Source: an optimization exercise on an open RTL-to-GDS flow (aim: small area, a short achievable clock period and few clock cycles per item). Production flows keep margins and buffers that such runs may drop. At most, simulation tests tie the RTL to the original design; equivalence was not proved.

Setup of rev 12:
==> flow/design.v (excerpt) <==
module acq_core (
    input             clk,
    input             rst,           
    input             cmd_valid,
    output            cmd_ready,
    input      [31:0] cmd_data,
    output reg        done,
    output reg        rpt_valid,
    output     [15:0] rpt_loc,
    output     [3:0]  rpt_kind,
    output     [15:0] rpt_extra,
    output reg [3:0]  res_kind,
    output     [15:0] res_loc,
    output     [15:0] res_extra,
    output reg [7:0]  res_value,
    output     [71:0] buf_bytes,
    output reg        td_c_sign,
    output reg [7:0]  td_c_whole,
    output reg [3:0]  td_c_frac,
    output reg        td_f_sign,
    output reg [7:0]  td_f_whole,
    output reg [3:0]  td_f_frac,
    output reg        log_verbose
);
clock: 15.0 ns
lec_check: 0
cap_margin: 20
core_margin: 2
core_utilization: 65
cts_buf_list: sky130_fd_sc_hd__clkbuf_4 sky130_fd_sc_hd__clkbuf_8
slew_margin: 20
standard.sh (not shown) runs the stock make flow with config.mk's settings and CLKGATE_MAP_FILE= SYNTH_SCRIPT=/design/flow/synth_recipe.tcl, a recipe that flattens the netlist after the stock synthesis.
==> flow/flow/run.sh <==
#!/bin/bash
# The standard layout, with the port buffers made of the smallest buffer cell
# instead of the delay buffer ORFS picks by default.
set -euo pipefail
export BUFFER_PORTS_ARGS="-buffer_cell sky130_fd_sc_hd__buf_1"
bash standard.sh > standard.log 2>&1
[inputs] rev 13 vs rev 12
-- flow/design.v --
<<< rev 12, line 34
    localparam [3:0] K_SP_CORRUPT   = 4'd9;
    localparam [3:0] K_ILLEGAL      = 4'd11;
    localparam [2:0] S_IDLE = 3'd0;      
    localparam [2:0] S_REC2 = 3'd1;      
    localparam [2:0] S_CRCW = 3'd2;      
    localparam [2:0] S_FAHR = 3'd3;      
    localparam [2:0] S_CLD  = 3'd4;      
    reg [2:0]  state;
    reg [71:0] buf_r;
    wire [7:0] bufr [0:8];
    reg [7:0]  c_op;
    reg [6:0]  c_a;
    reg [15:0] c_lo;
    reg        c_trace;       
>>> rev 13, line 34
    localparam [3:0] K_SP_CORRUPT   = 4'd9;
    localparam [3:0] K_ILLEGAL      = 4'd11;
    localparam [1:0] S_IDLE = 2'd0;      
    localparam [1:0] S_REC2 = 2'd1;      
    localparam [1:0] S_CRCW = 2'd2;      
    localparam [1:0] S_FAHR = 2'd3;      
    reg [1:0]  state;
    reg [71:0] buf_r;
    wire [7:0] bufr [0:8];
    reg [7:0]  c_op;
    reg [3:0]  c_a;
    reg [15:0] c_lo;
    reg        c_trace;       
<<< rev 12, line 146
    reg [3:0]  cel_f;
    reg        cel_ok;        
    wire       cel_ld  = (state == S_CLD);    
    wire [6:0] cel_win = cel_ld ? c_a : dec_whole;
    wire [7:0] cel_ab  = div5(cel_win);
    wire       cel_sin = cel_ld ? c_lo[0] : dec_sign;
    wire [3:0] cel_fin = cel_ld ? c_lo[11:8] : dec_frac;
    wire       fs      = cel_s;
    wire [3:0] ff      = cel_f;
>>> rev 13, line 145
    reg [3:0]  cel_f;
    reg        cel_ok;        
    wire       cel_ld  = cmd_valid && (i_op == OP_TD_C_TO_F);    
    wire [6:0] cel_win = cel_ld ? i_a[6:0] : dec_whole;
    wire [7:0] cel_ab  = div5(cel_win);
    wire       fs      = cel_s;
    wire [3:0] ff      = cel_f;
<<< rev 12, line 182
    integer k;
    always @(posedge clk) begin
        cel_s  <= cel_sin;
        cel_a  <= cel_ab[7:3];
        cel_b  <= cel_ab[2:0];
        cel_f  <= cel_fin;
        cel_ok <= !rst && !(accept && ok_load) && !cel_ld;
    end
>>> rev 13, line 179
    integer k;
    always @(posedge clk) begin
        cel_s  <= cel_ld ? i_g : dec_sign;
        cel_a  <= cel_ab[7:3];
        cel_b  <= cel_ab[2:0];
        cel_f  <= cel_ld ? i_b[3:0] : dec_frac;
        cel_ok <= !rst && !(accept && ok_load) && !cel_ld;
    end
<<< rev 12, line 222
                    if (cmd_valid) begin
                        c_op <= i_op;
                        c_a  <= i_a[6:0];
                        c_lo <= cmd_data[15:0];
                        if (!legal) begin
>>> rev 13, line 219
                    if (cmd_valid) begin
                        c_op <= i_op;
                        c_a  <= i_a[3:0];
                        c_lo <= cmd_data[15:0];
                        if (!legal) begin
<<< rev 12, line 282
                            end
                            if (ok_c2f)
                                state <= S_CLD;
                        end
                    end
                end
                S_CLD: begin
                    state <= S_FAHR;
                end
                S_REC2: begin
>>> rev 13, line 279
                            end
                            if (ok_c2f)
                                state <= S_FAHR;
                        end
                    end
                end
                S_REC2: begin
--- outcome ---
Rev 12 has higher post-synthesis cell count than rev 13.
Relative to rev 12, arrival time of data at the critical path endpoint has increased by 2820 ps in rev 13.
Rev 13 | status: complete | timing, DRC, antenna: pass
Compared with rev 12, in rev 13 portion of the clock cycle consumed by the worst path in the final layout saw a decrease; final critical-path required period saw a decrease; final wirelength saw little to no change; least setup slack across all paths after layout saw an increase.
Testbench counts of rev 13, summed over its fixed seeds: cycles 4,583, commands 4,434.
Function not checked in rev 12: the RTL went through the layout flow alone.

[re-timing with driven ports]
Ports are ideal in the flow. The routed layouts listed here were re-timed in OpenROAD. Step 1, drivers: a clkbuf_16 drives clk and a buf_2 each remaining input, both assumed. Step 2 times the ports against the registers' clock, not the clock port: input delays grow and output delays shrink by t, the midpoint of the rising clock arrivals with the driver on. a / b / c = ideal / step 1 / step 2; a / b = the first two.
run	shift t [ns]	slack for setup (ns)	worst setup path after step 2	worst register clock-pin slew, ns
rev 12	0.513	8.578 / 8.534 / 8.789	input to register	0.11 / 0.11
rev 13	0.510	9.185 / 9.154 / 8.689	input to register	0.11 / 0.11
After both steps setup and hold are still met in every run listed. The setup slack of rev 13, which loses most, moves by -0.031 ns with the drivers and by -0.496 ns with both steps.
